This is an optimization exercise on Yosys and OpenROAD, whose aim is small area, a short achievable clock period and few clock cycles per item, not a production implementation.
At most, simulation tests tie the RTL to the original design; equivalence was not proved.
No functional check of the RTL was part of runs 1 to 3.
Power and IR drop assume default switching activity.

==> flow/design.v, too long to show whole: its modules and the start of the top module <==
// module conv3x3: 284 lines
// module c3_mac: 1559 lines
module conv3x3 (
    input  wire         clk,
    input  wire         rst,
    input  wire         cfg_we,
    input  wire [3:0]   cfg_addr,
    input  wire [31:0]  cfg_wdata,
    input  wire         in_valid,
    output wire         in_ready,
    input  wire [143:0] in_pix,
    input  wire [8:0]   in_mask,
    output wire         out_valid,
    input  wire         out_ready,
    output wire [15:0]  out_pix
);
  // ...
==> flow/run.sh <==
#!/bin/bash
# synth_recipe.tcl (not shown) runs the flow's synth.tcl, then flattens the netlist and writes it again
# the make line also repeats each setting of config.mk as NAME=value (left out here)
make -C /OpenROAD-flow-scripts/flow DESIGN_CONFIG=/design/flow/config.mk WORK_HOME=/design/flow/orfs CLKGATE_MAP_FILE= SYNTH_SCRIPT=/design/flow/synth_recipe.tcl finish
==> flow/config.mk <==
export PLATFORM = sky130hd
export DESIGN_NAME = conv3x3
export DESIGN_NICKNAME = conv3x3
export VERILOG_FILES = /design/flow/design.v
export SDC_FILE = /design/flow/constraint.sdc
export NUM_CORES = 4
export LEC_CHECK = 0
export CAP_MARGIN = 20
export CORE_MARGIN = 2
export CORE_UTILIZATION = 40
export SLEW_MARGIN = 20
==> flow/constraint.sdc <==
create_clock -name core_clock -period 12.5 [get_ports {clk}]
set_input_delay 2.5000 -clock core_clock [delete_from_list [all_inputs] [get_ports {clk}]]
set_output_delay 2.5000 -clock core_clock [all_outputs]
set_load 0.01 [all_outputs]
==> results.yml, run 1 <==
run_status:
  outcome: "no timing/DRC/antenna violations"
power_and_ir_drop:
  powerSeq_w: 0.00420
  p_clk_w: 0.00265
  power-top-group: "combinational logic"
  p_comb_w: 0.0118
  p_per_area_nw_per_um2: 295
  p_int_w: 0.0104
timing:
  fmax_mhz: 92.6
  drv_slew: 0
  post-route-min-period_ns: 10.79
synth:
  yosys_warnings: 2
  synthXorXnorAreaFrac_pct: 8.19
  synthCells: 5317
  synth_cell_types: 96
  synth_common_cells: "edfxtp_1 (716), inv_1 (508), nand2_1 (418)"
clocking:
  clockRootBuffer: "clkbuf_16"
  post_cts_buffers: 0
critical_path:
  worstPathRequired_ns: 12.92
  reg2reg_to: "rem[12]$_DFFE_PP_"
  r2r-start: "threshold[31]$_DFFE_PP_"
floorplan:
  die_area_um2: 143000
detailed_routing:
  wl_per_cell_um: 22.3
  drtPass1Iterations: 5
layout:
  area_growth_pct: 12.9
  multi_input_area_share_pct: 48.6
  drive_gt1_share_pct: 7.03
  inv_count: 509
  clock_area_share_pct: 4.69
hold_path:
  hold_class: "register to register"
placement:
  dp_hpwl_um: 126000
==> module conv3x3, before the edit <==
module conv3x3 (
    input  wire         clk,
    input  wire         rst,
    input  wire         cfg_we,
    input  wire [3:0]   cfg_addr,
    input  wire [31:0]  cfg_wdata,
    input  wire         in_valid,
    output wire         in_ready,
    input  wire [143:0] in_pix,
    input  wire [8:0]   in_mask,
    output wire         out_valid,
    input  wire         out_ready,
    output wire [15:0]  out_pix
);
    localparam SW = 52;      
    localparam DM = 35;      
    localparam QW = 34;      
    localparam K_TOT = 2'd0;
    localparam K_WS  = 2'd1;
    localparam K_PIX = 2'd2;
    localparam D_IDLE = 2'd0;
    localparam D_ITER = 2'd1;
    localparam D_FIN  = 2'd2;
    reg [31:0] wt [0:8];
    reg [31:0] divisor;
    reg [31:0] threshold;
    reg        div_auto;
    reg        dyn_div;
    reg        lane16;
    integer n;
    always @(posedge clk) begin
        if (cfg_we) begin
            case (cfg_addr)
                4'd9:    divisor   <= cfg_wdata;
                4'd10:   threshold <= cfg_wdata;
                4'd11:   begin
                             div_auto <= cfg_wdata[0];
                             dyn_div  <= cfg_wdata[1];
                             lane16   <= cfg_wdata[2];
                         end
                default: begin
                             for (n = 0; n < 9; n = n + 1)
                                 if (cfg_addr == n) wt[n] <= cfg_wdata;
                         end
            endcase
        end
    end
    reg        active;        
    reg [1:0]  ph;            
    reg [3:0]  jj;            
    reg        cd_ok;         
    reg        in_ready_r;
    reg        dig_v;
    reg [1:0]  dig_kind;
    reg        dig_first;
    reg        dig_last;
    reg        dig_usew;
    reg [8:0]  d_one, d_two, d_neg;
    reg          acc_done;
    reg [1:0]    acc_kind;
    reg          acc_usew;
    reg [SW-1:0] acc_s, acc_c;
    reg          s2_v, s2_wait;
    reg [50:0]   s2_n;
    reg          s2_sneg;
    reg [DM-1:0] s2_d;
    reg          s2_dneg;
    reg [DM-1:0] cd_r;
    reg          cd_neg;
    reg [1:0]    dst;
    reg [4:0]    dcnt;
    reg [DM-1:0] rem;
    reg [QW-1:0] nq;
    reg [DM-1:0] dd;
    reg          qneg;
    reg          sat;
    reg [15:0]   out_r;
    reg          out_v;
    wire [3:0] jtop      = lane16 ? 4'd8 : 4'd4;
    wire       need_wsum = dyn_div & ~&in_mask;
    wire div_free = (dst == D_IDLE) | ((dst == D_FIN) & ~out_v);
    wire prep     = s2_v & div_free;
    wire acc_pix  = acc_done & (acc_kind == K_PIX);
    wire s2_free  = (~s2_v & ~s2_wait) | prep;
    wire blocked  = acc_pix & ~s2_free;
    wire cpa_go   = acc_done & ~blocked;
    wire csa_go   = dig_v & ~blocked;
    wire dig_free = ~dig_v | ~blocked;
    wire [1:0] cur_ph   = active ? ph : (cd_ok ? K_PIX : K_TOT);
    wire [3:0] cur_j    = active ? jj : jtop;
    wire       cur_last = (cur_ph == K_WS) | ((cur_ph == K_PIX) & (cur_j == 4'd0) & ~need_wsum);
    wire       issue    = cur_last ? (in_ready_r & in_valid) : ((active | in_valid) & dig_free);
    reg [8:0]  p_one, p_two, p_neg;
    reg [18:0] pad;
    reg [2:0]  bb;
    integer k;
    always @(*) begin
        for (k = 0; k < 9; k = k + 1) begin
            pad = {2'b00, (lane16 ? in_pix[16*k+8 +: 8] : 8'd0), in_pix[16*k +: 8], 1'b0};
            case (cur_ph)
                K_TOT:   bb = 3'b010;
                K_WS:    bb = {1'b0, in_mask[k], 1'b0};
                default: bb = in_mask[k] ? pad[2*cur_j +: 3] : 3'b000;
            endcase
            p_one[k] = bb[1] ^ bb[0];
            p_two[k] = (bb[2] & ~bb[1] & ~bb[0]) | (~bb[2] & bb[1] & bb[0]);
            p_neg[k] = bb[2] & ~(bb[1] & bb[0]);
        end
    end
    reg        active_n;
    reg [1:0]  ph_n;
    reg [3:0]  jj_n;
    always @(*) begin
        active_n = active;
        ph_n     = ph;
        jj_n     = jj;
        if (issue) begin
            active_n = 1'b1;
            case (cur_ph)
                K_TOT: begin ph_n = K_PIX; jj_n = jtop; end
                K_PIX: begin
                    if (cur_j != 4'd0) begin ph_n = K_PIX; jj_n = cur_j - 4'd1; end
                    else if (need_wsum) ph_n = K_WS;
                    else active_n = 1'b0;
                end
                default: active_n = 1'b0;
            endcase
        end
    end
    wire [287:0] wflat = {wt[8], wt[7], wt[6], wt[5], wt[4], wt[3], wt[2], wt[1], wt[0]};
    wire [SW-1:0] as4 = dig_first ? {SW{1'b0}} : {acc_s[SW-3:0], 2'b00};
    wire [SW-1:0] ac4 = dig_first ? {SW{1'b0}} : {acc_c[SW-3:0], 2'b00};
    wire [SW-1:0] ra, rb;
    c3_mac u_mac (.one(d_one), .two(d_two), .neg(d_neg), .w(wflat), .as(as4), .ac(ac4), .ra(ra), .rb(rb));
    wire [SW-1:0] racc    = acc_s + acc_c;
    wire [SW-1:0] abs_in  = ((acc_kind == K_TOT) && !div_auto) ? {{(SW-32){divisor[31]}}, divisor} : racc;
    wire          abs_neg = abs_in[SW-1];
    wire [SW-1:0] abs_out = abs_neg ? (~abs_in + 1'b1) : abs_in;
    wire          abs_zero = ~|abs_in;
    wire [DM-1:0] abs_d   = abs_zero ? {{(DM-1){1'b0}}, 1'b1} : abs_out[DM-1:0];
    wire [31:0] T = threshold;
    wire t_small8  = (T[31:10] == 22'd0) | ((&T[31:10]) & (T[9:8] != 2'b00));
    wire t_small16 = (T[31:18] == 14'd0) | ((&T[31:18]) & (T[17:16] != 2'b00));
    wire [1:0] msel = lane16 ? (t_small16 ? 2'd1 : 2'd2) : (t_small8 ? 2'd0 : 2'd2);
    reg  [40:0]   nhi;     
    reg  [QW-1:0] nlo;     
    reg  [4:0]    kit;     
    always @(*) begin
        case (msel)
            2'd0:    begin nhi = s2_n >> 10; nlo = {s2_n[9:0],  24'd0}; kit = 5'd3;  end
            2'd1:    begin nhi = s2_n >> 18; nlo = {s2_n[17:0], 16'd0}; kit = 5'd7;  end
            default: begin nhi = s2_n >> 34; nlo = s2_n[33:0];          kit = 5'd15; end
        endcase
    end
    wire ovf = (nhi >= {6'd0, s2_d});
    wire [DM-1:0] rin = prep ? nhi[DM-1:0] : rem;
    wire [QW-1:0] qin = prep ? nlo : nq;
    wire [DM-1:0] din = prep ? s2_d : dd;
    wire [DM:0]   t1 = {rin, qin[QW-1]} - {1'b0, din};
    wire          q1 = ~t1[DM];
    wire [DM-1:0] r1 = q1 ? t1[DM-1:0] : {rin[DM-2:0], qin[QW-1]};
    wire [DM:0]   t2 = {r1, qin[QW-2]} - {1'b0, din};
    wire          q2 = ~t2[DM];
    wire [DM-1:0] r2 = q2 ? t2[DM-1:0] : {r1[DM-2:0], qin[QW-2]};
    wire [15:0]   lanemax = lane16 ? 16'hffff : 16'h00ff;
    wire [35:0]   vsum    = {{4{T[31]}}, T} + ({2'b00, nq} ^ {36{qneg}}) + {35'd0, qneg};
    wire          v_hi    = lane16 ? (|vsum[34:16]) : (|vsum[34:8]);
    wire [15:0]   clamped = sat ? (qneg ? 16'd0 : lanemax) :
                            vsum[35] ? 16'd0 :
                            v_hi ? lanemax : (vsum[15:0] & lanemax);
    reg       dig_v_n, acc_done_n, s2_v_n, s2_wait_n, out_v_n;
    reg [1:0] acc_kind_n, dst_n;
    always @(*) begin
        dig_v_n = issue | (dig_v & blocked);
        acc_done_n = acc_done;
        acc_kind_n = acc_kind;
        if (csa_go) begin
            acc_done_n = dig_last;
            acc_kind_n = dig_kind;
        end else if (cpa_go) begin
            acc_done_n = 1'b0;
        end
        s2_v_n    = s2_v & ~prep;
        s2_wait_n = s2_wait;
        if (cpa_go && acc_kind == K_PIX) begin
            if (acc_usew) s2_wait_n = 1'b1;
            else          s2_v_n    = 1'b1;
        end
        if (cpa_go && acc_kind == K_WS) begin
            s2_wait_n = 1'b0;
            s2_v_n    = 1'b1;
        end
        out_v_n = out_v & ~out_ready;
        dst_n   = dst;
        case (dst)
            D_ITER: if (dcnt == 5'd0) dst_n = D_FIN;
            D_FIN:  if (!out_v) begin dst_n = D_IDLE; out_v_n = 1'b1; end
            default: ;
        endcase
        if (prep) dst_n = ovf ? D_FIN : D_ITER;
    end
    wire prep_n     = s2_v_n & ((dst_n == D_IDLE) | ((dst_n == D_FIN) & ~out_v_n));
    wire s2_free_n  = (~s2_v_n & ~s2_wait_n) | prep_n;
    wire blocked_n  = acc_done_n & (acc_kind_n == K_PIX) & ~s2_free_n;
    wire is_last_n  = active_n & ((ph_n == K_WS) | ((ph_n == K_PIX) & (jj_n == 4'd0) & ~need_wsum));
    wire in_ready_n = is_last_n & (~dig_v_n | ~blocked_n);
    always @(posedge clk) begin
        if (rst) begin
            active     <= 1'b0;
            in_ready_r <= 1'b0;
            cd_ok      <= 1'b0;
            dig_v      <= 1'b0;
            acc_done   <= 1'b0;
            s2_v       <= 1'b0;
            s2_wait    <= 1'b0;
            dst        <= D_IDLE;
            out_v      <= 1'b0;
        end else begin
            active     <= active_n;
            ph         <= ph_n;
            jj         <= jj_n;
            in_ready_r <= in_ready_n;
            if (cfg_we) cd_ok <= 1'b0;
            else if (issue && cur_ph == K_TOT) cd_ok <= 1'b1;
            dig_v      <= dig_v_n;
            acc_done   <= acc_done_n;
            acc_kind   <= acc_kind_n;
            s2_v       <= s2_v_n;
            s2_wait    <= s2_wait_n;
            dst        <= dst_n;
            out_v      <= out_v_n;
        end
    end
    always @(posedge clk) begin
        if (issue) begin
            d_one     <= p_one;
            d_two     <= p_two;
            d_neg     <= p_neg;
            dig_kind  <= cur_ph;
            dig_first <= (cur_ph != K_PIX) || (cur_j == jtop);
            dig_last  <= (cur_ph != K_PIX) || (cur_j == 4'd0);
            dig_usew  <= need_wsum;
        end
        if (csa_go) begin
            acc_s    <= ra;
            acc_c    <= rb;
            acc_usew <= dig_usew;
        end
        if (cpa_go) begin
            case (acc_kind)
                K_PIX: begin
                    s2_n    <= abs_out[50:0];
                    s2_sneg <= abs_neg;
                    if (!acc_usew) begin
                        s2_d    <= cd_r;
                        s2_dneg <= cd_neg;
                    end
                end
                K_WS: begin
                    s2_d    <= abs_d;
                    s2_dneg <= abs_neg;
                end
                default: begin
                    cd_r   <= abs_d;
                    cd_neg <= abs_neg;
                end
            endcase
        end
        if (prep || dst == D_ITER) begin
            rem  <= r2;
            nq   <= {qin[QW-3:0], q1, q2};
            dcnt <= prep ? kit : dcnt - 5'd1;
        end
        if (prep) begin
            dd   <= s2_d;
            qneg <= s2_sneg ^ s2_dneg;
            sat  <= ovf;
        end
        if (dst == D_FIN && !out_v) out_r <= clamped;
    end
    assign in_ready  = in_ready_r;
    assign out_valid = out_v;
    assign out_pix   = out_r;
endmodule
==> inputs of run 2 (changes only) <==
--- a/flow/design.v
+++ b/flow/design.v
@@ -62,5 +62,5 @@
     reg [SW-1:0] acc_s, acc_c;
     reg          s2_v, s2_wait;
-    reg [50:0]   s2_n;
+    reg [50:0]   s2_n;      
     reg          s2_sneg;
     reg [DM-1:0] s2_d;
@@ -68,17 +68,9 @@
     reg [DM-1:0] cd_r;
     reg          cd_neg;
-    reg [1:0]    dst;
-    reg [4:0]    dcnt;
-    reg [DM-1:0] rem;
-    reg [QW-1:0] nq;
-    reg [DM-1:0] dd;
-    reg          qneg;
-    reg          sat;
     reg [15:0]   out_r;
     reg          out_v;
     wire [3:0] jtop      = lane16 ? 4'd8 : 4'd4;
     wire       need_wsum = dyn_div & ~&in_mask;
-    wire div_free = (dst == D_IDLE) | ((dst == D_FIN) & ~out_v);
-    wire prep     = s2_v & div_free;
+    wire prep;
     wire acc_pix  = acc_done & (acc_kind == K_PIX);
     wire s2_free  = (~s2_v & ~s2_wait) | prep;
@@ -134,41 +126,76 @@
     c3_mac u_mac (.one(d_one), .two(d_two), .neg(d_neg), .w(wflat), .as(as4), .ac(ac4), .ra(ra), .rb(rb));
     wire [SW-1:0] racc    = acc_s + acc_c;
-    wire [SW-1:0] abs_in  = ((acc_kind == K_TOT) && !div_auto) ? {{(SW-32){divisor[31]}}, divisor} : racc;
-    wire          abs_neg = abs_in[SW-1];
-    wire [SW-1:0] abs_out = abs_neg ? (~abs_in + 1'b1) : abs_in;
-    wire          abs_zero = ~|abs_in;
+    wire [SW-1:0] rm1     = acc_s + acc_c + {SW{1'b1}};
+    wire          tot_div = (acc_kind == K_TOT) && !div_auto;
+    wire [SW-1:0] dsx     = {{(SW-32){divisor[31]}}, divisor};
+    wire          abs_neg = tot_div ? divisor[31] : racc[SW-1];
+    wire [SW-1:0] abs_out = tot_div ? (divisor[31] ? (~dsx + 1'b1) : dsx) :
+                            (racc[SW-1] ? ~rm1 : racc);
+    wire          abs_zero = tot_div ? ~|divisor : ~|racc;
     wire [DM-1:0] abs_d   = abs_zero ? {{(DM-1){1'b0}}, 1'b1} : abs_out[DM-1:0];
     wire [31:0] T = threshold;
     wire t_small8  = (T[31:10] == 22'd0) | ((&T[31:10]) & (T[9:8] != 2'b00));
     wire t_small16 = (T[31:18] == 14'd0) | ((&T[31:18]) & (T[17:16] != 2'b00));
-    wire [1:0] msel = lane16 ? (t_small16 ? 2'd1 : 2'd2) : (t_small8 ? 2'd0 : 2'd2);
-    reg  [40:0]   nhi;     
-    reg  [QW-1:0] nlo;     
-    reg  [4:0]    kit;     
+    reg  [1:0] msel;       
+    always @(posedge clk) msel <= lane16 ? (t_small16 ? 2'd1 : 2'd2) : (t_small8 ? 2'd0 : 2'd2);
+    reg [50:0] nrot;
     always @(*) begin
         case (msel)
-            2'd0:    begin nhi = s2_n >> 10; nlo = {s2_n[9:0],  24'd0}; kit = 5'd3;  end
-            2'd1:    begin nhi = s2_n >> 18; nlo = {s2_n[17:0], 16'd0}; kit = 5'd7;  end
-            default: begin nhi = s2_n >> 34; nlo = s2_n[33:0];          kit = 5'd15; end
+            2'd0:    nrot = {abs_out[9:0],  abs_out[50:10]};
+            2'd1:    nrot = {abs_out[17:0], abs_out[50:18]};
+            default: nrot = {abs_out[33:0], abs_out[50:34]};
+        endcase
+    end
+    reg [40:0]   nhi;     
+    reg [QW-1:0] nlo;     
+    reg [5:0]    kit;     
+    always @(*) begin
+        case (msel)
+            2'd0:    begin nhi = {6'd0, s2_n[40:0]};   nlo = {s2_n[50:17] & {{10{1'b1}}, 24'd0}}; kit = 6'd8;  end
+            2'd1:    begin nhi = {8'd0, s2_n[32:0]};   nlo = {s2_n[50:17] & {{18{1'b1}}, 16'd0}}; kit = 6'd16; end
+            default: begin nhi = {24'd0, s2_n[16:0]};  nlo = s2_n[50:17];                          kit = 6'd32; end
         endcase
     end
     wire ovf = (nhi >= {6'd0, s2_d});
-    wire [DM-1:0] rin = prep ? nhi[DM-1:0] : rem;
-    wire [QW-1:0] qin = prep ? nlo : nq;
-    wire [DM-1:0] din = prep ? s2_d : dd;
-    wire [DM:0]   t1 = {rin, qin[QW-1]} - {1'b0, din};
-    wire          q1 = ~t1[DM];
-    wire [DM-1:0] r1 = q1 ? t1[DM-1:0] : {rin[DM-2:0], qin[QW-1]};
-    wire [DM:0]   t2 = {r1, qin[QW-2]} - {1'b0, din};
-    wire          q2 = ~t2[DM];
-    wire [DM-1:0] r2 = q2 ? t2[DM-1:0] : {r1[DM-2:0], qin[QW-2]};
+    reg          pin, pout;           
+    reg [1:0]    dst  [0:1];
+    reg [5:0]    dcnt [0:1];
+    reg [DM-1:0] rem  [0:1];
+    reg [QW-1:0] nq   [0:1];
+    reg [DM-1:0] dd   [0:1];
+    reg          qneg [0:1];
+    reg          sat  [0:1];
+    wire fin0 = (dst[0] == D_FIN) & ~pout & ~out_v;
+    wire fin1 = (dst[1] == D_FIN) &  pout & ~out_v;
+    wire free0 = (dst[0] == D_IDLE) | fin0;
+    wire free1 = (dst[1] == D_IDLE) | fin1;
+    assign prep = s2_v & (pin ? free1 : free0);
+    wire prep0 = prep & ~pin;
+    wire prep1 = prep &  pin;
+    wire [DM-1:0] rin0 = prep0 ? nhi[DM-1:0] : rem[0];
+    wire [QW-1:0] qin0 = prep0 ? nlo : nq[0];
+    wire [DM-1:0] din0 = prep0 ? s2_d : dd[0];
+    wire [DM:0]   t0   = {rin0, qin0[QW-1]} - {1'b0, din0};
+    wire          q0   = ~t0[DM];
+    wire [DM-1:0] r0   = q0 ? t0[DM-1:0] : {rin0[DM-2:0], qin0[QW-1]};
+    wire [DM-1:0] rin1 = prep1 ? nhi[DM-1:0] : rem[1];
+    wire [QW-1:0] qin1 = prep1 ? nlo : nq[1];
+    wire [DM-1:0] din1 = prep1 ? s2_d : dd[1];
+    wire [DM:0]   t1   = {rin1, qin1[QW-1]} - {1'b0, din1};
+    wire          q1   = ~t1[DM];
+    wire [DM-1:0] r1   = q1 ? t1[DM-1:0] : {rin1[DM-2:0], qin1[QW-1]};
+    wire [QW-1:0] fq   = pout ? nq[1] : nq[0];
+    wire          fneg = pout ? qneg[1] : qneg[0];
+    wire          fsat = pout ? sat[1] : sat[0];
     wire [15:0]   lanemax = lane16 ? 16'hffff : 16'h00ff;
-    wire [35:0]   vsum    = {{4{T[31]}}, T} + ({2'b00, nq} ^ {36{qneg}}) + {35'd0, qneg};
-    wire          v_hi    = lane16 ? (|vsum[34:16]) : (|vsum[34:8]);
-    wire [15:0]   clamped = sat ? (qneg ? 16'd0 : lanemax) :
+    wire [35:0]   tx   = {{4{T[31]}}, T} ^ {36{fneg}};
+    wire [35:0]   vx   = tx + {2'b00, fq};
+    wire [35:0]   vsum = vx ^ {36{fneg}};
+    wire          v_hi = lane16 ? (|vsum[34:16]) : (|vsum[34:8]);
+    wire [15:0]   clamped = fsat ? (fneg ? 16'd0 : lanemax) :
                             vsum[35] ? 16'd0 :
                             v_hi ? lanemax : (vsum[15:0] & lanemax);
-    reg       dig_v_n, acc_done_n, s2_v_n, s2_wait_n, out_v_n;
-    reg [1:0] acc_kind_n, dst_n;
+    reg       dig_v_n, acc_done_n, s2_v_n, s2_wait_n, out_v_n, pin_n, pout_n;
+    reg [1:0] acc_kind_n, dst0_n, dst1_n;
     always @(*) begin
         dig_v_n = issue | (dig_v & blocked);
@@ -191,18 +218,22 @@
             s2_v_n    = 1'b1;
         end
-        out_v_n = out_v & ~out_ready;
-        dst_n   = dst;
-        case (dst)
-            D_ITER: if (dcnt == 5'd0) dst_n = D_FIN;
-            D_FIN:  if (!out_v) begin dst_n = D_IDLE; out_v_n = 1'b1; end
-            default: ;
-        endcase
-        if (prep) dst_n = ovf ? D_FIN : D_ITER;
+        out_v_n = (out_v & ~out_ready) | fin0 | fin1;
+        pout_n  = pout ^ (fin0 | fin1);
+        pin_n   = pin ^ prep;
+        dst0_n = dst[0];
+        if (dst[0] == D_ITER && dcnt[0] == 6'd0) dst0_n = D_FIN;
+        if (fin0) dst0_n = D_IDLE;
+        if (prep0) dst0_n = ovf ? D_FIN : D_ITER;
+        dst1_n = dst[1];
+        if (dst[1] == D_ITER && dcnt[1] == 6'd0) dst1_n = D_FIN;
+        if (fin1) dst1_n = D_IDLE;
+        if (prep1) dst1_n = ovf ? D_FIN : D_ITER;
     end
-    wire prep_n     = s2_v_n & ((dst_n == D_IDLE) | ((dst_n == D_FIN) & ~out_v_n));
-    wire s2_free_n  = (~s2_v_n & ~s2_wait_n) | prep_n;
-    wire blocked_n  = acc_done_n & (acc_kind_n == K_PIX) & ~s2_free_n;
-    wire is_last_n  = active_n & ((ph_n == K_WS) | ((ph_n == K_PIX) & (jj_n == 4'd0) & ~need_wsum));
-    wire in_ready_n = is_last_n & (~dig_v_n | ~blocked_n);
+    wire [1:0] dstp_n    = pin_n ? dst1_n : dst0_n;
+    wire       freep_n   = (dstp_n == D_IDLE) | ((dstp_n == D_FIN) & (pout_n == pin_n) & ~out_v_n);
+    wire       s2_free_n = (~s2_v_n & ~s2_wait_n) | (s2_v_n & freep_n);
+    wire       blocked_n = acc_done_n & (acc_kind_n == K_PIX) & ~s2_free_n;
+    wire       is_last_n = active_n & ((ph_n == K_WS) | ((ph_n == K_PIX) & (jj_n == 4'd0) & ~need_wsum));
+    wire       in_ready_n = is_last_n & (~dig_v_n | ~blocked_n);
     always @(posedge clk) begin
         if (rst) begin
@@ -214,6 +245,9 @@
             s2_v       <= 1'b0;
             s2_wait    <= 1'b0;
-            dst        <= D_IDLE;
+            dst[0]     <= D_IDLE;
+            dst[1]     <= D_IDLE;
             out_v      <= 1'b0;
+            pin        <= 1'b0;
+            pout       <= 1'b0;
         end else begin
             active     <= active_n;
@@ -228,6 +262,9 @@
             s2_v       <= s2_v_n;
             s2_wait    <= s2_wait_n;
-            dst        <= dst_n;
+            dst[0]     <= dst0_n;
+            dst[1]     <= dst1_n;
             out_v      <= out_v_n;
+            pin        <= pin_n;
+            pout       <= pout_n;
         end
     end
@@ -250,5 +287,5 @@
             case (acc_kind)
                 K_PIX: begin
-                    s2_n    <= abs_out[50:0];
+                    s2_n    <= nrot;
                     s2_sneg <= abs_neg;
                     if (!acc_usew) begin
@@ -267,15 +304,25 @@
             endcase
         end
-        if (prep || dst == D_ITER) begin
-            rem  <= r2;
-            nq   <= {qin[QW-3:0], q1, q2};
-            dcnt <= prep ? kit : dcnt - 5'd1;
-        end
-        if (prep) begin
-            dd   <= s2_d;
-            qneg <= s2_sneg ^ s2_dneg;
-            sat  <= ovf;
+        if (prep0 || dst[0] == D_ITER) begin
+            rem[0]  <= r0;
+            nq[0]   <= {qin0[QW-2:0], q0};
+            dcnt[0] <= prep0 ? kit : dcnt[0] - 6'd1;
+        end
+        if (prep0) begin
+            dd[0]   <= s2_d;
+            qneg[0] <= s2_sneg ^ s2_dneg;
+            sat[0]  <= ovf;
+        end
+        if (prep1 || dst[1] == D_ITER) begin
+            rem[1]  <= r1;
+            nq[1]   <= {qin1[QW-2:0], q1};
+            dcnt[1] <= prep1 ? kit : dcnt[1] - 6'd1;
+        end
+        if (prep1) begin
+            dd[1]   <= s2_d;
+            qneg[1] <= s2_sneg ^ s2_dneg;
+            sat[1]  <= ovf;
         end
-        if (dst == D_FIN && !out_v) out_r <= clamped;
+        if (fin0 || fin1) out_r <= clamped;
     end
     assign in_ready  = in_ready_r;
==> results.yml, run 2 <==
layout:
  final_cell_count_no_fill: 8156
  final_common_cell: "edfxtp_1"
  layout_common_cells: "edfxtp_1 (794), inv_1 (594), nand2_1 (405)"
  regArea_um2: 25600
  regMostFlops: "wt"
  largest_reg_flops: 288
  area_growth_pct: 12.4
  final_nets: 6783
  drive_gt1_share_pct: 8.25
  top_regs: "wt (288), dd (70), rem (70)"
  utilization_pct: 45.1
  fillers: 14600
  multiInputGateArea_um2: 33700
detailed_routing:
  drt-total-wl_um: 177000
  ant_nets: 0
  wl_per_cell_um: 21.6
  viasPerCell: 5.56
  drtPass1Iterations: 6
  drtIter0Drc: 4087
  vias: 45300
  route.detailed.drc: 0
clocking:
  post_cts_buffers: 0
  worst_skew_pair.late_latency_ns: 0.73
  cts_tree: "done"
  cts.sink_count: 880
  cts_hold_buf: 0
  h-tree-depth: 3
  ctsResizeCount: 0
  clk_path_buf_depth: 3
  clk_pin_slew_ns: 0.06
  clockRootBuffer: "clkbuf_16"
  cts_made_buffers: 103
synth:
  synth_cell_types: 97
  yosys-top-cells-area: "edfxtp_1 (38%), fa_1 (10%), ha_1 (5.1%)"
  synth.avg_cell_area_um2: 10.6
  synth_mux_area_share_pct: 5.60
  synth_common_cells: "edfxtp_1 (794), inv_1 (595), nand2_1 (406)"
  synthCells: 5923
  synth-compound-area-share_pct: 14.9
  synthXorXnorAreaFrac_pct: 7.05
  async_reset_ff_share_pct: 0
  yosysSeqAreaShare_pct: 40.9
  synth_edf_count: 794
  yosysMostFrequentCell: "edfxtp_1"
  yosys.area_share.simple_pct: 10.7
  synth.net_count: 6692
  syn-cell-area_um2: 62500
  yosysTopAreaCell: "edfxtp_1"
  synth_top_family_by_area: "adder cells"
  synth-seq-cells: 880
  ys.flop_type: "edfxtp_1"
  synthAdderAreaFrac_pct: 15.4
  yosys_warnings: 9
  synth_top_area_share_pct: 38.1
timing:
  setup_viol: 0
  hold_viol: 0
  fmax_mhz: 133
  drv_slew: 0
  fin_setup_tns_ns: 0
  worst_slew_pin_slew_ns: 1.15
  post-route-min-period_ns: 7.51
  max_slew_margin_pct: 21.0
  rsz0062_at_grt: "no"
  finalCritPeriodShare_pct: 60.1
  clock_skew_ns: 0.0498
grt:
  grtUsageMet3_pct: 3.01
  antenna_found_initial: 6
  globalRouteMet1Util_pct: 31.1
  track_usage_pct: 21.9
  busiest_layer: "met2"
  use_met2_pct: 34.7
  grt_pass1_wl_um: 271000
  grt_max_degree: 100
  grt_pass1_vias: 44500
  overflow: 0
run_status:
  outcome: "no timing/DRC/antenna violations"
power_and_ir_drop:
  clkPwrFrac_pct: 17.4
  power_switching_share_pct: 43.5
  p_leak_nw: 27.4
  p_int_w: 0.00992
  seqPwrFrac_pct: 25.3
  ir_drop_mv: 0.178
  netSwitchingPower_w: 0.00763
  p_per_area_nw_per_um2: 250
  comb_power_share_pct: 57.3
floorplan:
  die_y_um: 399
  io_pins: 212
  rows: 145
  initial_core_util_pct: 40.2
  die_x_um: 399
  core_area_um2: 156000
  die_area_um2: 159000
placement:
  dp_hpwl_um: 137000
  place_congestion: 0.949
  dp.cells: 7962
  io_buffer_count: 211
run:
  drv_cap: 0
critical_path:
  crit_type: "register to register"
  crit_fanout: 72
  critPathLaunchType: "register"
  critical_path_arrival_ns: 7.98
  critPathCaptureType: "register"
  worstPathRequired_ns: 12.96
hold_path:
  hold_class: "register to register"
## run 2: cell types whose count changed after synthesis, moves of 32 or more
cell and change:
edfxtp_1 +78, inv_1 +87, a21boi_0 -34, a211oi_1 +34, xor2_1 -37, dfxtp_1 +41
mux2_2 +90, nor2_1 -32, o21ai_0 +109, mux2i_1 +114, a22o_1 -37
## run 2: logic make-up after synthesis
| family | Yosys count |
|---|---|
| muxes | 326 |
| buffers and inverters | 903 |
| and+or+nand+nor | 1338 |
| xor gates and xnor gates | 503 |
| AOI/OAI and AO/OA | 1398 |
| DFF | 880 |
| adders and majority gates | 575 |
## run 2: metrics by stage
step	total power [W]	hold slack (ns)	instance area [um2]	setup slack, ns
after floorplan	0.0115	0.400	62500	5.70
after global placement	0.0142	0.411	66700	5.07
after detailed placement	0.0145	0.423	66800	5.02
after CTS	0.0176	0.436	70200	4.98
after global routing	0.0191	0.455	70200	4.47
final	0.0175	0.434	70200	4.99
## run 2: area by class of cell
class,count,share of cell area (%)
antenna,2,0.00713
sequential,880,36.4
clock inverter,60,0.962
timing repair buffer,293,3.93
tap,2058,3.67
multi-input combinational,4140,48.0
clock buffer,127,3.89
inverter,596,3.19
## run 2: power by group through the flow
| stage | Clock [W] | Sequential, W | Combinational [W] |
|---|---|---|---|
| 4_1_cts | 0.00312 | 0.00445 | 0.0101 |
| 6_report | 0.00306 | 0.00444 | 0.0100 |
| 2_1_floorplan | 0 | 0.00441 | 0.00708 |
| 3_5_place_dp | 0 | 0.00451 | 0.0100 |
| 5_1_grt | 0.00323 | 0.00447 | 0.0114 |
| 3_3_place_gp | 0 | 0.00450 | 0.00973 |
## run 2: path summary, 6_finish.rpt
kind / endpoint / cells past startpoint / startpoint / slack [ns]
worst max register to register: rem[1][34]$_DFFE_PP_ / 20 / pout$_SDFF_PP0_ / 4.99
worst min register to register: acc_usew$_DFFE_PP_ / 0 / dig_usew$_DFFE_PP_ / 0.43
worst max-delay path: rem[1][34]$_DFFE_PP_ / 20 / pout$_SDFF_PP0_ / 4.99
worst min-delay path: acc_usew$_DFFE_PP_ / 0 / dig_usew$_DFFE_PP_ / 0.43
## run 2: per-layer routing
| layer | share of wire, % | vias up |
|---|---|---|
| li1 | - | 21400 |
| met1 | 46 | 22300 |
| met2 | 45 | 1391 |
| met3 | 6.1 | 248 |
| met4 | 2.8 | 4 |
| met5 | 0.014 | - |
## run 2: worst max-delay path, stage by stage (launching register included)
cell and delay (ns):
dfxtp_2 0.48, nand2b_1 0.09, a211o_1 0.32, a21boi_0 0.52
ha_4 0.47, buf_4 0.72, mux2_2 0.43, ha_1 0.24
fa_1 0.44, nor2b_1 0.12, o21ai_0 0.14, a2111oi_0 0.54
o21ai_0 0.26, a211oi_1 0.43, o21ai_0 0.22, o21ai_0 0.58
a41oi_1 0.28, o21ai_0 0.44, o22ai_1 0.15, a22oi_1 0.22
nand3_1 0.10
==> inputs of run 3 (changes only) <==
--- a/flow/design.v
+++ b/flow/design.v
@@ -168,9 +168,6 @@
     wire fin0 = (dst[0] == D_FIN) & ~pout & ~out_v;
     wire fin1 = (dst[1] == D_FIN) &  pout & ~out_v;
-    wire free0 = (dst[0] == D_IDLE) | fin0;
-    wire free1 = (dst[1] == D_IDLE) | fin1;
-    assign prep = s2_v & (pin ? free1 : free0);
-    wire prep0 = prep & ~pin;
-    wire prep1 = prep &  pin;
+    reg  prep0, prep1;
+    assign prep = prep0 | prep1;
     wire [DM-1:0] rin0 = prep0 ? nhi[DM-1:0] : rem[0];
     wire [QW-1:0] qin0 = prep0 ? nlo : nq[0];
@@ -197,5 +194,5 @@
                             v_hi ? lanemax : (vsum[15:0] & lanemax);
     reg       dig_v_n, acc_done_n, s2_v_n, s2_wait_n, out_v_n, pin_n, pout_n;
-    reg [1:0] acc_kind_n, dst0_n, dst1_n;
+    reg [1:0] acc_kind_n, dst0_n, dst1_n, dst0_np, dst1_np;
     always @(*) begin
         dig_v_n = issue | (dig_v & blocked);
@@ -221,16 +218,18 @@
         pout_n  = pout ^ (fin0 | fin1);
         pin_n   = pin ^ prep;
-        dst0_n = dst[0];
-        if (dst[0] == D_ITER && dcnt[0] == 6'd0) dst0_n = D_FIN;
-        if (fin0) dst0_n = D_IDLE;
-        if (prep0) dst0_n = ovf ? D_FIN : D_ITER;
-        dst1_n = dst[1];
-        if (dst[1] == D_ITER && dcnt[1] == 6'd0) dst1_n = D_FIN;
-        if (fin1) dst1_n = D_IDLE;
-        if (prep1) dst1_n = ovf ? D_FIN : D_ITER;
+        dst0_np = dst[0];
+        if (dst[0] == D_ITER && dcnt[0] == 6'd0) dst0_np = D_FIN;
+        if (fin0) dst0_np = D_IDLE;
+        dst1_np = dst[1];
+        if (dst[1] == D_ITER && dcnt[1] == 6'd0) dst1_np = D_FIN;
+        if (fin1) dst1_np = D_IDLE;
+        dst0_n = prep0 ? (ovf ? D_FIN : D_ITER) : dst0_np;
+        dst1_n = prep1 ? (ovf ? D_FIN : D_ITER) : dst1_np;
     end
-    wire [1:0] dstp_n    = pin_n ? dst1_n : dst0_n;
-    wire       freep_n   = (dstp_n == D_IDLE) | ((dstp_n == D_FIN) & (pout_n == pin_n) & ~out_v_n);
-    wire       s2_free_n = (~s2_v_n & ~s2_wait_n) | (s2_v_n & freep_n);
+    wire free0_n  = (dst0_np == D_IDLE) | ((dst0_np == D_FIN) & ~pout_n & ~out_v_n);
+    wire free1_n  = (dst1_np == D_IDLE) | ((dst1_np == D_FIN) &  pout_n & ~out_v_n);
+    wire prep0_n  = s2_v_n & ~pin_n & free0_n;
+    wire prep1_n  = s2_v_n &  pin_n & free1_n;
+    wire       s2_free_n = (~s2_v_n & ~s2_wait_n) | prep0_n | prep1_n;
     wire       blocked_n = acc_done_n & (acc_kind_n == K_PIX) & ~s2_free_n;
     wire       is_last_n = active_n & ((ph_n == K_WS) | ((ph_n == K_PIX) & (jj_n == 4'd0) & ~need_wsum));
@@ -250,4 +249,6 @@
             pin        <= 1'b0;
             pout       <= 1'b0;
+            prep0      <= 1'b0;
+            prep1      <= 1'b0;
         end else begin
             active     <= active_n;
@@ -267,4 +268,6 @@
             pin        <= pin_n;
             pout       <= pout_n;
+            prep0      <= prep0_n;
+            prep1      <= prep1_n;
         end
     end
==> flow/flow/run.sh (new file) <==
#!/bin/bash
# The standard layout, with the timing repair aiming for extra setup slack.
bash standard.sh SETUP_SLACK_MARGIN=8 finish > standard.log 2>&1
==> flow/standard.sh (new file) <==
#!/bin/bash
# synth_recipe.tcl (not shown) runs the flow's synth.tcl, then flattens the netlist and writes it again
# the make line also repeats each setting of config.mk as NAME=value (left out here)
make -C /OpenROAD-flow-scripts/flow DESIGN_CONFIG=/design/flow/config.mk WORK_HOME=/design/flow/orfs CLKGATE_MAP_FILE= SYNTH_SCRIPT=/design/flow/synth_recipe.tcl "${@:-finish}"
removed: flow/run.sh
==> results.yml, run 3 <==
layout:
  regMostFlops: "wt"
  final_common_cell: "edfxtp_1"
  drive_gt1_share_pct: 15.9
  largest_reg_flops: 288
  top_regs: "wt (288), dd (70), rem (70)"
  final_cell_count_no_fill: 8131
  final_area_um2: 73700
  layout_common_cells: "edfxtp_1 (794), inv_1 (581), fa_1 (319)"
  regArea_um2: 25600
  final_nets: 6768
  area_growth_pct: 19.4
  fillers: 13900
  multiInputGateArea_um2: 35100
power_and_ir_drop:
  p_leak_nw: 28.7
  ir_drop_mv: 0.192
  power_w: 0.0207
  p_per_area_nw_per_um2: 281
clocking:
  cts_made_buffers: 97
  cts_tree: "done"
  worst_skew_pair.late_latency_ns: 0.73
  cts.sink_count: 882
  clk_path_buf_depth: 3
  cts_hold_buf: 0
  h-tree-depth: 3
  clk_pin_slew_ns: 0.06
  clockRootBuffer: "clkbuf_16"
critical_path:
  path_cells: "ha_2, inv_2, fa_2, nor2b_4, buf_6, o31a_1, o21a_1, o211ai_1, o221ai_2, or4b_4, or4b_4, nor3_4, and3_4, a21oi_4, or4_1, a32oi_1"
  r2r_slack_ns: 7.77
  worstPathRequired_ns: 13.05
  slowest_stage: "or4b_4"
  critical_path.startpoint: "acc_c[0]$_DFFE_PP_"
  critPathLaunchType: "register"
  r2r_cells: 16
  critical_path_arrival_ns: 5.29
  r2r-start: "acc_c[0]$_DFFE_PP_"
  reg2reg_to: "s2_n[40]$_DFFE_PP_"
  crit_fanout: 6
  crit_path_frequent_cell: "or4b_4"
  critPathCaptureType: "register"
  max_stage_delay_ns: 0.63
  crit_type: "register to register"
synth:
  yosysTopAreaCell: "edfxtp_1"
  synth_cell_types: 100
  synth-seq-cells: 882
  yosysSeqAreaShare_pct: 41.5
  yosys-top-cells-area: "edfxtp_1 (39%), fa_1 (10%), ha_1 (5.1%)"
  yosys_warnings: 9
  synth_edf_count: 794
  syn-cell-area_um2: 61700
  synth.avg_cell_area_um2: 10.8
  yosysMostFrequentCell: "edfxtp_1"
  synth_top_area_share_pct: 38.7
  async_reset_ff_share_pct: 0
  synth_common_cells: "edfxtp_1 (794), inv_1 (585), fa_1 (322)"
  synth.net_count: 6495
  ys.flop_type: "edfxtp_1"
  synthCells: 5728
grt:
  grt_pass1_wl_um: 272000
  overflow: 0
  track_usage_pct: 22.4
  grt_pass1_vias: 45400
  grt_max_degree: 100
  antenna_found_initial: 9
timing:
  hold_viol: 0
  fmax_mhz: 211
  drv_slew: 0
  worst_slew_pin_slew_ns: 1.23
  clock_skew_ns: 0.0488
  finalCritPeriodShare_pct: 37.9
  max_slew_margin_pct: 17.9
  rsz0062_at_grt: "yes"
  post-route-min-period_ns: 4.73
  setup_viol: 0
  fin_setup_tns_ns: 0
placement:
  io_buffer_count: 211
  place_congestion: 0.890
  dp.cells: 7760
  postPlaceCellArea_um2: 66000
  dp_hpwl_um: 130000
hold_path:
  hold_class: "register to register"
  worstHoldPathCells: 2
  hold_start: "dd[1][20]$_DFF_P_"
  hold_path_end: "dd[1][20]$_DFF_P_"
floorplan:
  io_pins: 212
  core_area_um2: 154000
  die_x_um: 397
  die_y_um: 397
  rows: 144
  die_area_um2: 157000
  initial_core_util_pct: 40.2
run:
  drv_cap: 0
detailed_routing:
  drtPass1Iterations: 8
  route.detailed.drc: 0
  ant_nets: 0
  drtIter0Drc: 3538
  viasPerCell: 5.56
  drt-total-wl_um: 182000
  wl_per_cell_um: 22.4
  vias: 45200
run_status:
  outcome: "no timing/DRC/antenna violations"
==> run 3: cell types whose count changed after synthesis, sizes merged, moves of 20 or more <==
cell / previous run / this run
a21oi: 262 / 289
nor2b: 63 / 84
clkbuf: 243 / 222
mux2: 190 / 215
nand2: 406 / 309
a22oi: 314 / 294
o21ai: 317 / 275
==> run 3: per-layer routing <==
layer	track usage, %	share of wire (%)
met1	30.5	44
met2	37.0	48
met3	2.76	5.1
met4	7.16	3.4
met5	0	0.026
==> run 3: metrics by stage <==
| stage | hold WS [ns] | util, % | setup WS (ns) |
|---|---|---|---|
| 2_1_floorplan | 0.400 | - | 7.67 |
| 3_3_place_gp | 0.444 | 43.0 | 6.14 |
| 3_5_place_dp | 0.449 | 43.0 | 6.16 |
| 4_1_cts | 0.463 | 46.7 | 7.82 |
| 5_1_grt | 0.469 | 48.0 | 7.65 |
| 6_report | 0.460 | 48.0 | 7.77 |
==> run 3: worst max path at each step <==
stage / endpoint / slack [ns] / depth (start not counted)
2_1_floorplan: wt[1][0]$_DFFE_PP_ / 7.67 / 2
6_report: s2_n[40]$_DFFE_PP_ / 7.77 / 16
3_5_place_dp: in_ready_r$_SDFF_PP0_ / 6.16 / 13
5_1_grt: s2_n[32]$_DFFE_PP_ / 7.65 / 18
3_3_place_gp: in_ready_r$_SDFF_PP0_ / 6.14 / 13
4_1_cts: s2_n[12]$_DFFE_PP_ / 7.82 / 15
==> run 3: area by class of cell <==
cell class	count	area share, %
Antenna cell	4	0.0136
Inverter	585	2.98
Timing Repair Buffer	463	6.68
Clock buffer	118	3.50
Clock inverter	63	0.897
Tap cell	2044	3.47
Multi-Input combinational cell	3972	47.7
Sequential cell	882	34.8
==> run 3: where the power goes <==
part,internal (W),switching (W)
Sequential,0.00447,0.000222
Clock,0.00168,0.00126
Combinational,0.00547,0.00761
Total,0.0116,0.00909
==> run 3: cells by family after synthesis <==
kind of cell	synth area share, %
compound gates	14.0
simple gates	9.87
flops	41.5
xor+xnor	7.47
fa+ha+maj	15.5
mux	6.25
buf+inv	5.40
==> run 3: worst max-delay path: cells and delay by family, from the launching register on <==
family	cells	cell delay, ns
AO/OA/AOI/OAI	6	1.21
adder cells (fa/ha/maj)	2	0.46
buffers and inverters	2	0.17
flip-flops	1	0.40
AND/OR/NAND/NOR	6	2.32
==> run 3: what timing repair did <==
item	CTS	global route
hold endpoints to repair	0	0
pin swaps	75	97
gates cloned	20	3
resized for setup	224	260
setup endpoints to repair	292	202
setup buffers	86	76
==> inputs of run 4 (changes only) <==
--- a/flow/design.v
+++ b/flow/design.v
@@ -307,9 +307,8 @@
             endcase
         end
-        if (prep0 || dst[0] == D_ITER) begin
-            rem[0]  <= r0;
+        rem[0]  <= r0;
+        dcnt[0] <= prep0 ? kit : dcnt[0] - 6'd1;
+        if (prep0 || dst[0] == D_ITER)
             nq[0]   <= {qin0[QW-2:0], q0};
-            dcnt[0] <= prep0 ? kit : dcnt[0] - 6'd1;
-        end
         if (prep0) begin
             dd[0]   <= s2_d;
@@ -317,9 +316,8 @@
             sat[0]  <= ovf;
         end
-        if (prep1 || dst[1] == D_ITER) begin
-            rem[1]  <= r1;
+        rem[1]  <= r1;
+        dcnt[1] <= prep1 ? kit : dcnt[1] - 6'd1;
+        if (prep1 || dst[1] == D_ITER)
             nq[1]   <= {qin1[QW-2:0], q1};
-            dcnt[1] <= prep1 ? kit : dcnt[1] - 6'd1;
-        end
         if (prep1) begin
             dd[1]   <= s2_d;
==> flow/run.sh (new file) <==
#!/bin/bash
# synth_recipe.tcl (not shown) runs the flow's synth.tcl, then flattens the netlist and writes it again
# the make line also repeats each setting of config.mk as NAME=value (left out here)
make -C /OpenROAD-flow-scripts/flow DESIGN_CONFIG=/design/flow/config.mk WORK_HOME=/design/flow/orfs CLKGATE_MAP_FILE= SYNTH_SCRIPT=/design/flow/synth_recipe.tcl finish
--- a/flow/config.mk
+++ b/flow/config.mk
@@ -8,4 +8,7 @@
 export CAP_MARGIN = 20
 export CORE_MARGIN = 2
-export CORE_UTILIZATION = 40
+export CORE_UTILIZATION = 60
+export CTS_CLUSTER_DIAMETER = 90
+export CTS_CLUSTER_SIZE = 25
+export SETUP_SLACK_MARGIN = 5
 export SLEW_MARGIN = 20
removed: flow/flow/run.sh
removed: flow/standard.sh
==> results.yml, run 4 <==
critical_path:
  r2r_slack_ns: 6.35
  critPathLaunchType: "register"
  crit_cells: 17
  crit_type: "register to register"
  r2r-start: "prep0$_SDFF_PP0_"
  crit_buf_inv: 3
  critical_path.startpoint: "prep0$_SDFF_PP0_"
  r2r_cells: 17
  max_stage_delay_ns: 0.90
  path_delay_family: "compound AO/OA/AOI/OAI gates"
  critical_path_arrival_ns: 6.72
  slowest_stage: "dfxtp_4"
  crit_end: "rem[0][6]$_DFF_P_"
  worstPathRequired_ns: 13.07
  reg2reg_to: "rem[0][6]$_DFF_P_"
  path_cells: "buf_4, mux2i_1, inv_1, ha_1, nor2b_1, o21ai_1, a21boi_0, o41ai_2, a21oi_1, o311ai_1, a21boi_1, o21ai_1, o311ai_1, a41oi_1, xor2_4, buf_4, mux2_2"
  critPathCaptureType: "register"
  crit_fanout: 79
detailed_routing:
  route.detailed.drc: 0
  wl_per_cell_um: 24.7
  ant_nets: 0
  viasPerCell: 6.24
  vias: 44700
  drtPass1Iterations: 7
  drt-total-wl_um: 177000
  drtIter0Drc: 4363
grt:
  grt_pass1_vias: 44200
  track_usage_pct: 33.6
  antenna_found_initial: 7
  grt_max_degree: 100
  grt_pass1_wl_um: 265000
  overflow: 0
synth:
  async_reset_ff_share_pct: 0
  synthCells: 5730
  synth.avg_cell_area_um2: 10.7
  synth_cell_types: 127
  syn-cell-area_um2: 61200
  yosysTopAreaCell: "edfxtp_1"
  ys.flop_type: "edfxtp_1"
  synth-seq-cells: 882
  yosys-top-cells-area: "edfxtp_1 (35%), fa_1 (11%), dfxtp_1 (5.6%)"
  yosys_warnings: 9
  synth_common_cells: "edfxtp_1 (712), inv_1 (587), fa_1 (322)"
  yosysMostFrequentCell: "edfxtp_1"
  synth_top_area_share_pct: 34.9
  yosysSeqAreaShare_pct: 40.5
  synth_edf_count: 712
  synth.net_count: 6497
power_and_ir_drop:
  clkPwrFrac_pct: 9.2
  comb_power_share_pct: 67.1
  seqPwrFrac_pct: 23.7
  ir_drop_mv: 0.264
  netSwitchingPower_w: 0.00932
  p_per_area_nw_per_um2: 302
  p_int_w: 0.0107
  power_w: 0.0200
  p_leak_nw: 26.0
  power_switching_share_pct: 46.7
placement:
  io_buffer_count: 211
  postPlaceCellArea_um2: 64600
  dp_hpwl_um: 131000
  dp_slack_ns: 6.23
  place_congestion: 1.01
timing:
  hold_viol: 0
  rsz0062_at_grt: "no"
  clock_skew_ns: 0.0397
  worst_slew_pin_slew_ns: 1.11
  max_slew_margin_pct: 25.5
  fin_ws_ns: 6.35
  fin_setup_tns_ns: 0
  finalCritPeriodShare_pct: 49.2
  drv_slew: 0
  fmax_mhz: 163
  post-route-min-period_ns: 6.15
  setup_viol: 0
clocking:
  cts_made_buffers: 48
  clk_pin_slew_ns: 0.09
  clockRootBuffer: "clkbuf_16"
  worst_skew_pair.late_latency_ns: 0.69
  cts_hold_buf: 0
  clk_path_buf_depth: 3
  h-tree-depth: 2
  cts_tree: "done"
  post_cts_buffers: 0
  ctsResizeCount: 0
  cts.sink_count: 882
layout:
  multiInputGateArea_um2: 33200
  area_growth_pct: 8.09
  regArea_um2: 24800
  final_area_um2: 66200
  fillers: 8171
  top_regs: "wt (288), dd (70), rem (70)"
  regMostFlops: "wt"
  final_nets: 6541
  layout_common_cells: "edfxtp_1 (712), inv_1 (587), fa_1 (322)"
  largest_reg_flops: 288
  final_common_cell: "edfxtp_1"
  drive_gt1_share_pct: 8.25
floorplan:
  core_area_um2: 101000
  die_x_um: 323
  initial_core_util_pct: 60.3
  io_pins: 212
  die_area_um2: 105000
  rows: 117
  die_y_um: 323
run:
  drv_cap: 0
hold_path:
  hold_class: "register to register"
  worstHoldPathCells: 0
run_status:
  outcome: "no timing/DRC/antenna violations"
[run 4: cell count changes after synthesis, sizes merged, moves of 9 or more]
cell / before / now
mux2i: 143 / 119
a221o: 3 / 12
dfxtp: 88 / 170
clkbuf: 222 / 210
nand2: 309 / 290
buf: 71 / 84
nor3: 66 / 78
edfxtp: 794 / 712
a21oi: 289 / 270
o21ai: 275 / 266
a31oi: 27 / 60
[run 4: how the worst min path moves through the flow]
stage	startpoint	end
finish	dig_usew$_DFFE_PP_	acc_usew$_DFFE_PP_
global placement	dig_usew$_DFFE_PP_	acc_usew$_DFFE_PP_
detailed placement	dig_usew$_DFFE_PP_	acc_usew$_DFFE_PP_
CTS	dig_usew$_DFFE_PP_	acc_usew$_DFFE_PP_
global route	dig_usew$_DFFE_PP_	acc_usew$_DFFE_PP_
floorplan	dcnt[0][0]$_SDFF_PP0_	dcnt[0][0]$_SDFF_PP0_
[run 4: cell type report]
cell class,count,share of cell area [%]
Clock buffer,60,1.96
Timing Repair Buffer,288,4.06
Antenna cell,1,0.00378
Multi-Input combinational cell,3967,50.2
Clock inverter,23,0.424
Sequential cell,882,37.5
Inverter,587,3.33
Tap cell,1368,2.59
[run 4: power by group through the flow]
stage,logic (W),registers (W),clock network [W]
final,0.0134,0.00473,0.00185
after global routing,0.0149,0.00477,0.00197
after CTS,0.0133,0.00473,0.00188
after detailed placement,0.0132,0.00480,0
after global placement,0.0129,0.00479,0
after floorplan,0.00927,0.00469,0
[run 4: cells by family after synthesis]
logic type	count (synthesis)	share of synthesized area [%]
buffers and inverters	881	5.63
AND/OR/NAND/NOR	1224	10.4
AO/OA/AOI/OAI	1325	14.6
multiplexers	330	5.83
XOR/XNOR	515	7.38
adder cells (fa/ha/maj)	573	15.7
flip-flops	882	40.5
[run 4: worst register-to-register path: stages (launching register included)]
cell and delay [ns]:
dfxtp_4 0.90, buf_4 0.60, mux2i_1 0.38, inv_1 0.09
ha_1 0.27, nor2b_1 0.13, o21ai_1 0.15, a21boi_0 0.18
o41ai_2 0.34, a21oi_1 0.20, o311ai_1 0.47, a21boi_1 0.19
o21ai_1 0.37, o311ai_1 0.21, a41oi_1 0.45, xor2_4 0.24
buf_4 0.44, mux2_2 0.44
[run 4: metal layers]
| metal | GRT usage [%] | vias up | routed length [um] |
|---|---|---|---|
| met5 | 0 | - | 18 |
| met4 | 12.2 | 2 | 6920 |
| met3 | 4.61 | 374 | 12000 |
| met2 | 57.5 | 1793 | 87200 |
| met1 | 43.6 | 22100 | 71000 |
| li1 | - | 20500 | - |
[run 4: stage by stage]
stage	hold slack (ns)	util [%]	std cells
6_report	0.408	65.2	7176
5_1_grt	0.436	65.2	7175
4_1_cts	0.413	65.2	7175
3_5_place_dp	0.405	63.6	7092
3_3_place_gp	0.405	63.6	7091
2_1_floorplan	0.398	-	5730
Testbench counts of run 4, summed over its fixed seeds: cycles 32,911, items 4,096.
==> inputs of run 5 (changes only) <==
==> flow/flow/run.sh (new file) <==
#!/bin/bash
# The standard layout (standard.sh, unchanged synthesis), with two changes in how it
# is made: timing repair aims for 7.8 ns of extra setup slack, so the resizer keeps
# improving paths past the 12.5 ns constraint, and clock tree synthesis clusters more
# sinks per leaf buffer and inserts no dummy loads. Each tool's output is in standard.log.
set -o pipefail
bash standard.sh SETUP_SLACK_MARGIN=7.8 \
  "CTS_ARGS=-sink_clustering_enable -repair_clock_nets -sink_clustering_size 25 -sink_clustering_max_diameter 90 -dont_use_dummy_load" \
  finish > standard.log 2>&1
==> flow/standard.sh (new file) <==
#!/bin/bash
# synth_recipe.tcl (not shown) runs the flow's synth.tcl, then flattens the netlist and writes it again
# the make line also repeats each setting of config.mk as NAME=value (left out here)
make -C /OpenROAD-flow-scripts/flow DESIGN_CONFIG=/design/flow/config.mk WORK_HOME=/design/flow/orfs CLKGATE_MAP_FILE= SYNTH_SCRIPT=/design/flow/synth_recipe.tcl "${@:-finish}"
--- a/flow/config.mk
+++ b/flow/config.mk
@@ -9,6 +9,3 @@
 export CORE_MARGIN = 2
 export CORE_UTILIZATION = 60
-export CTS_CLUSTER_DIAMETER = 90
-export CTS_CLUSTER_SIZE = 25
-export SETUP_SLACK_MARGIN = 5
 export SLEW_MARGIN = 20
removed: flow/run.sh
==> results.yml, run 5 <==
clocking:
  clockRootBuffer: "clkbuf_16"
  cts_made_buffers: 48
  h-tree-depth: 2
  clk_pin_slew_ns: 0.10
  clk_path_buf_depth: 3
  cts.sink_count: 882
  worst_skew_pair.late_latency_ns: 0.67
  cts_tree: "done"
  cts_hold_buf: 0
critical_path:
  critical_path_arrival_ns: 5.12
  worstPathRequired_ns: 12.86
  r2r-start: "pout$_SDFF_PP0_"
  path_cells: "buf_12, mux2i_4, buf_12, buf_4, xnor2_2, inv_1, fa_2, nor2b_4, o21a_1, o21a_1, buf_4, o21a_4, a21o_1, a21oi_1, xnor2_1, or4_1, a211oi_2, o221ai_2, a211oi_4, clkbuf_16, a31oi_1"
  critPathLaunchType: "register"
  crit_type: "register to register"
  slowest_stage: "or4_1"
  reg2reg_to: "out_r[14]$_DFFE_PN_"
  r2r_slack_ns: 7.74
  critical_path.startpoint: "pout$_SDFF_PP0_"
  crit_buf_inv: 6
  critPathCaptureType: "register"
  max_stage_delay_ns: 0.46
  crit_fanout: 8
  path_delay_family: "compound AO/OA/AOI/OAI gates"
  r2r_cells: 21
synth:
  yosysTopAreaCell: "edfxtp_1"
  yosysMostFrequentCell: "edfxtp_1"
  yosysSeqAreaShare_pct: 40.5
  synth-seq-cells: 882
  yosys-top-cells-area: "edfxtp_1 (35%), fa_1 (11%), dfxtp_1 (5.6%)"
  synth.avg_cell_area_um2: 10.7
  yosys_warnings: 9
  synth.net_count: 6497
  ys.flop_type: "edfxtp_1"
  syn-cell-area_um2: 61200
  synth_cell_types: 127
  synth_top_area_share_pct: 34.9
  synth_edf_count: 712
  synthCells: 5730
  synth_common_cells: "edfxtp_1 (712), inv_1 (587), fa_1 (322)"
  async_reset_ff_share_pct: 0
timing:
  finalCritPeriodShare_pct: 38.1
  hold_viol: 0
  fmax_mhz: 210
  post-route-min-period_ns: 4.76
  drv_slew: 0
  clock_skew_ns: 0.0718
  fin_setup_tns_ns: 0
  hold_ws_ns: 0.438
  worst_slew_pin_slew_ns: 1.11
  max_slew_margin_pct: 26.1
  setup_viol: 0
  rsz0062_at_grt: "yes"
layout:
  layout_common_cells: "edfxtp_1 (712), inv_1 (585), fa_1 (320)"
  final_common_cell: "edfxtp_1"
  final_nets: 6621
  top_regs: "wt (288), dd (70), rem (70)"
  area_growth_pct: 10.6
  multiInputGateArea_um2: 34000
  drive_gt1_share_pct: 11.6
  regArea_um2: 24800
  fillers: 7949
  utilization_pct: 66.7
  largest_reg_flops: 288
  regMostFlops: "wt"
detailed_routing:
  met2_wirelength_um: 83500
  vias: 44700
  drtPass1Iterations: 6
  drt-total-wl_um: 174000
  ant_nets: 0
  viasPerCell: 6.19
  wl_per_cell_um: 24.1
  wl_met3_um: 11900
  route.detailed.drc: 0
  drtIter0Drc: 4293
  top_layer: "met5"
  wl_met1_um: 72500
floorplan:
  rows: 117
  initial_core_util_pct: 60.3
  core_area_um2: 101000
  die_area_um2: 105000
  die_x_um: 323
  io_pins: 212
  die_y_um: 323
hold_path:
  hold_start: "dcnt[1][0]$_SDFF_PP0_"
  hold_class: "register to register"
  worstHoldPathCells: 1
  hold_path_end: "dcnt[1][0]$_SDFF_PP0_"
grt:
  track_usage_pct: 32.6
  grt_pass1_vias: 43500
  overflow: 0
  grt_pass1_wl_um: 259000
  antenna_found_initial: 4
  grt_max_degree: 100
run_status:
  outcome: "no timing/DRC/antenna violations"
power_and_ir_drop:
  p_leak_nw: 26.6
  ir_drop_mv: 0.452
  p_per_area_nw_per_um2: 297
run:
  drv_cap: 0
placement:
  place_congestion: 0.985
  io_buffer_count: 211
  dp_hpwl_um: 131000
-- run 5: cell types whose count changed in the layout (fill, tap and decap cells not counted), sizes merged --
cell           change
dlymetal6s2s       +2
bufbuf             +5
clkdlybuf4s50      -9
clkinvlp           -3
clkinv             -9
inv               -10
clkbuf             -2
buf               +72
bufinv             -1
diode              +1
-- run 5: final cells by class --
class,count,area share (%)
timing repair buffer,368,5.56
sequential,882,36.6
clock buffer,48,1.77
multi-input combinational,3967,50.2
antenna,2,0.00739
tap,1368,2.53
inverter,587,3.26
-- run 5: worst max-delay path by stage --
stage                                 end  slack, ns  depth (start not counted)
global route          out_r[12]$_DFFE_PN_       7.57                         19
finish                out_r[14]$_DFFE_PN_       7.74                         21
global placement        rem[0][6]$_DFF_P_       6.13                         17
detailed placement     rem[0][18]$_DFF_P_       6.08                         17
CTS                    s2_n[37]$_DFFE_PP_       7.74                         15
floorplan           in_ready_r$_SDFF_PP0_       7.55                         13
-- run 5: cells by family (layout without fill, tap and decap cells) --
group	count (synthesis)	count (layout)	share of synthesized area, %
buffers and inverters	881	1003	5.63
AND/OR/NAND/NOR	1224	1224	10.4
multiplexers	330	330	5.83
other	0	2	0
flip-flops	882	882	40.5
XOR/XNOR	515	515	7.38
AO/OA/AOI/OAI	1325	1325	14.6
adder cells (fa/ha/maj)	573	573	15.7
-- run 5: repair_timing --
action | 4_1_cts | 5_1_grt
gates resized for setup | 104 | 140
pin swaps | 22 | 51
setup buffers | 37 | 26
endpoints found under the setup margin | 158 | 145
cloned | 8 | 3
-- run 5: metrics by stage --
| stage | instances | cell area (um2) | power, W | worst slack (ns) |
|---|---|---|---|---|
| after global placement | 7097 | 64600 | 0.0175 | 6.13 |
| after global routing | 7220 | 67700 | 0.0217 | 7.57 |
| after floorplan | 5730 | 61300 | 0.0140 | 7.55 |
| final | 7222 | 67700 | 0.0201 | 7.74 |
| after detailed placement | 7098 | 64600 | 0.0179 | 6.08 |
| after CTS | 7191 | 66800 | 0.0197 | 7.74 |
-- run 5: layer usage --
layer / vias up / GRT usage [%]
met5: - / 0
met4: 4 / 11.1
met3: 291 / 4.21
met2: 1627 / 53.9
met1: 22100 / 44.4
li1: 20600 / -
-- run 5: report_power, final --
| part | switching [W] | total (W) | internal, W |
|---|---|---|---|
| Combinational | 0.00809 | 0.0137 | 0.00565 |
| Sequential | 0.000236 | 0.00473 | 0.00449 |
| Clock | 0.000926 | 0.00161 | 0.000683 |
==> inputs of run 6 (changes only) <==
==> flow/flow/run.sh (replaced) <==
#!/bin/bash
# The standard layout (standard.sh, unchanged synthesis), with two changes in how it
# is made: timing repair aims for 8 ns of extra setup slack, so the resizer keeps
# improving paths past the 12.5 ns constraint, and clock tree synthesis clusters more
# sinks per leaf buffer and inserts no dummy loads. Each tool's output is in standard.log.
set -o pipefail
bash standard.sh SETUP_SLACK_MARGIN=8 \
  "CTS_ARGS=-sink_clustering_enable -repair_clock_nets -sink_clustering_size 25 -sink_clustering_max_diameter 90 -dont_use_dummy_load" \
  finish > standard.log 2>&1
--- a/flow/config.mk
+++ b/flow/config.mk
@@ -10,2 +10,3 @@
 export CORE_UTILIZATION = 60
 export SLEW_MARGIN = 20
+export TNS_END_PERCENT = 0
==> results.yml, run 6 <==
critical_path:
  crit_fanout: 8
  r2r_cells: 20
  crit_type: "register to register"
  critPathLaunchType: "register"
  critical_path_arrival_ns: 5.19
  slowest_stage: "or4bb_1"
  worstPathRequired_ns: 12.91
  path_delay_family: "simple AND/OR/NAND/NOR gates"
  r2r-start: "pout$_SDFF_PP0_"
  reg2reg_to: "out_r[6]$_DFFE_PN_"
  crit_buf_inv: 5
  max_stage_delay_ns: 0.55
  crit_path_frequent_cell: "buf_12"
  critPathCaptureType: "register"
  path_cells: "buf_12, mux2i_4, buf_6, buf_12, xnor2_1, ha_2, a21o_1, a21o_1, a21oi_2, o21ai_2, or2_2, a31oi_2, xor2_1, or4bb_1, nor4_2, nand4_1, a211oi_4, buf_4, buf_12, a31oi_1"
  r2r_slack_ns: 7.71
timing:
  finalCritPeriodShare_pct: 38.3
  hold_ws_ns: 0.426
  post-route-min-period_ns: 4.79
  clock_skew_ns: 0.0699
  hold_viol: 0
  drv_slew: 0
  rsz0062_at_grt: "yes"
  setup_viol: 0
  max_slew_margin_pct: 24.6
  fin_setup_tns_ns: 0
  fmax_mhz: 209
  worst_slew_pin_slew_ns: 1.13
synth:
  yosysMostFrequentCell: "edfxtp_1"
  yosys_warnings: 9
  synth_top_area_share_pct: 34.9
  synth_edf_count: 712
  synthCells: 5730
  synth.avg_cell_area_um2: 10.7
  synth-seq-cells: 882
  synth_common_cells: "edfxtp_1 (712), inv_1 (587), fa_1 (322)"
  syn-cell-area_um2: 61200
  yosysTopAreaCell: "edfxtp_1"
  synth.net_count: 6497
  yosysSeqAreaShare_pct: 40.5
  synth_cell_types: 127
  ys.flop_type: "edfxtp_1"
  async_reset_ff_share_pct: 0
  yosys-top-cells-area: "edfxtp_1 (35%), fa_1 (11%), dfxtp_1 (5.6%)"
detailed_routing:
  drtIter0Drc: 4608
  route.detailed.drc: 0
  wl_per_cell_um: 25.0
  ant_nets: 0
  vias: 45300
  viasPerCell: 6.27
  drtPass1Iterations: 6
  drt-total-wl_um: 181000
grt:
  antenna_found_initial: 6
  track_usage_pct: 34.1
  grt_max_degree: 100
  overflow: 0
  grt_pass1_wl_um: 268000
  grt_pass1_vias: 44500
floorplan:
  die_area_um2: 105000
  rows: 117
  die_y_um: 323
  die_x_um: 323
  core_area_um2: 101000
  initial_core_util_pct: 60.3
  io_pins: 212
clocking:
  h-tree-depth: 2
  cts_tree: "done"
  worst_skew_pair.late_latency_ns: 0.69
  cts_made_buffers: 48
  cts_hold_buf: 0
  clk_pin_slew_ns: 0.10
  clk_path_buf_depth: 3
  cts.sink_count: 882
  clockRootBuffer: "clkbuf_16"
run_status:
  outcome: "no timing/DRC/antenna violations"
layout:
  regMostFlops: "wt"
  final_common_cell: "edfxtp_1"
  layout_common_cells: "edfxtp_1 (712), inv_1 (585), fa_1 (320)"
  top_regs: "wt (288), dd (70), rem (70)"
  drive_gt1_share_pct: 11.7
  fillers: 7799
  largest_reg_flops: 288
  area_growth_pct: 10.8
  final_nets: 6628
power_and_ir_drop:
  p_leak_nw: 26.6
  p_per_area_nw_per_um2: 296
  ir_drop_mv: 0.310
hold_path:
  hold_start: "dig_usew$_DFFE_PP_"
  hold_class: "register to register"
  worstHoldPathCells: 0
  hold_path_end: "acc_usew$_DFFE_PP_"
run:
  drv_cap: 0
placement:
  place_congestion: 0.944
  dp_hpwl_um: 133000
  io_buffer_count: 211
==> run 6: cell counts after synthesis <==
No cell type changed its count.
==> run 6: timing repair <==
item | in CTS | in global routing
buffers inserted | 49 | 28
resized for setup | 169 | 70
endpoints found under the setup margin | 284 | 207
cloned | 9 | 0
pin swaps | 42 | 48
hold endpoints to repair | 0 | 0
==> run 6: layout make-up <==
cell class	instances	area, um2	area share (%)
Tap cell	1368	1710	2.52
Multi-Input combinational cell	3967	34100	50.3
Clock buffer	48	1200	1.77
Inverter	587	2210	3.25
Antenna cell	1	2.50	0.00369
Sequential cell	882	24800	36.6
Timing Repair Buffer	375	3820	5.64
==> run 6: how the worst max path moves through the flow <==
| stage | to | slack [ns] | startpoint | cells after the start |
|---|---|---|---|---|
| finish | out_r[6]$_DFFE_PN_ | 7.71 | pout$_SDFF_PP0_ | 20 |
| global route | out_r[6]$_DFFE_PN_ | 7.59 | pout$_SDFF_PP0_ | 21 |
| CTS | out_r[13]$_DFFE_PN_ | 7.84 | pout$_SDFF_PP0_ | 21 |
| detailed placement | out_r[1]$_DFFE_PN_ | 6.09 | pout$_SDFF_PP0_ | 19 |
| global placement | out_r[14]$_DFFE_PN_ | 6.29 | pout$_SDFF_PP0_ | 19 |
| floorplan | wt[4][0]$_DFFE_PP_ | 7.12 | cfg_addr[3] | 2 |
==> run 6: power breakdown <==
group	total [W]	switching, W	leakage, nW	internal [W]
Combinational	0.0137	0.00809	18.0	0.00559
Clock	0.00163	0.000947	0.592	0.000683
Sequential	0.00475	0.000256	7.95	0.00449
Total	0.0201	0.00929	26.6	0.0108
==> run 6: layer usage <==
| layer | global-route usage (%) | wire length (um) | up-vias |
|---|---|---|---|
| li1 | - | - | 20600 |
| met1 | 45.1 | 73300 | 22600 |
| met2 | 57.5 | 88100 | 1758 |
| met3 | 4.14 | 11500 | 389 |
| met4 | 13.3 | 7620 | 2 |
| met5 | 0 | 13 | - |
==> run 6: cells by family after synthesis <==
group                      share of synthesized area (%)
xor gates and xnor gates                            7.38
AOI/OAI and AO/OA                                   14.6
buffers and inverters                               5.63
muxes                                               5.83
adders and majority gates                           15.7
DFF                                                 40.5
and+or+nand+nor                                     10.4
==> run 6: through the flow <==
stage	worst slack [ns]	cell area (um2)	util (%)	power, W	cells
floorplan	7.12	61200	-	0.0140	5730
global placement	6.29	64500	63.6	0.0175	7093
detailed placement	6.09	64500	63.6	0.0179	7093
CTS	7.84	67300	66.3	0.0198	7199
global route	7.59	67800	66.9	0.0217	7228
finish	7.71	67800	66.9	0.0201	7228
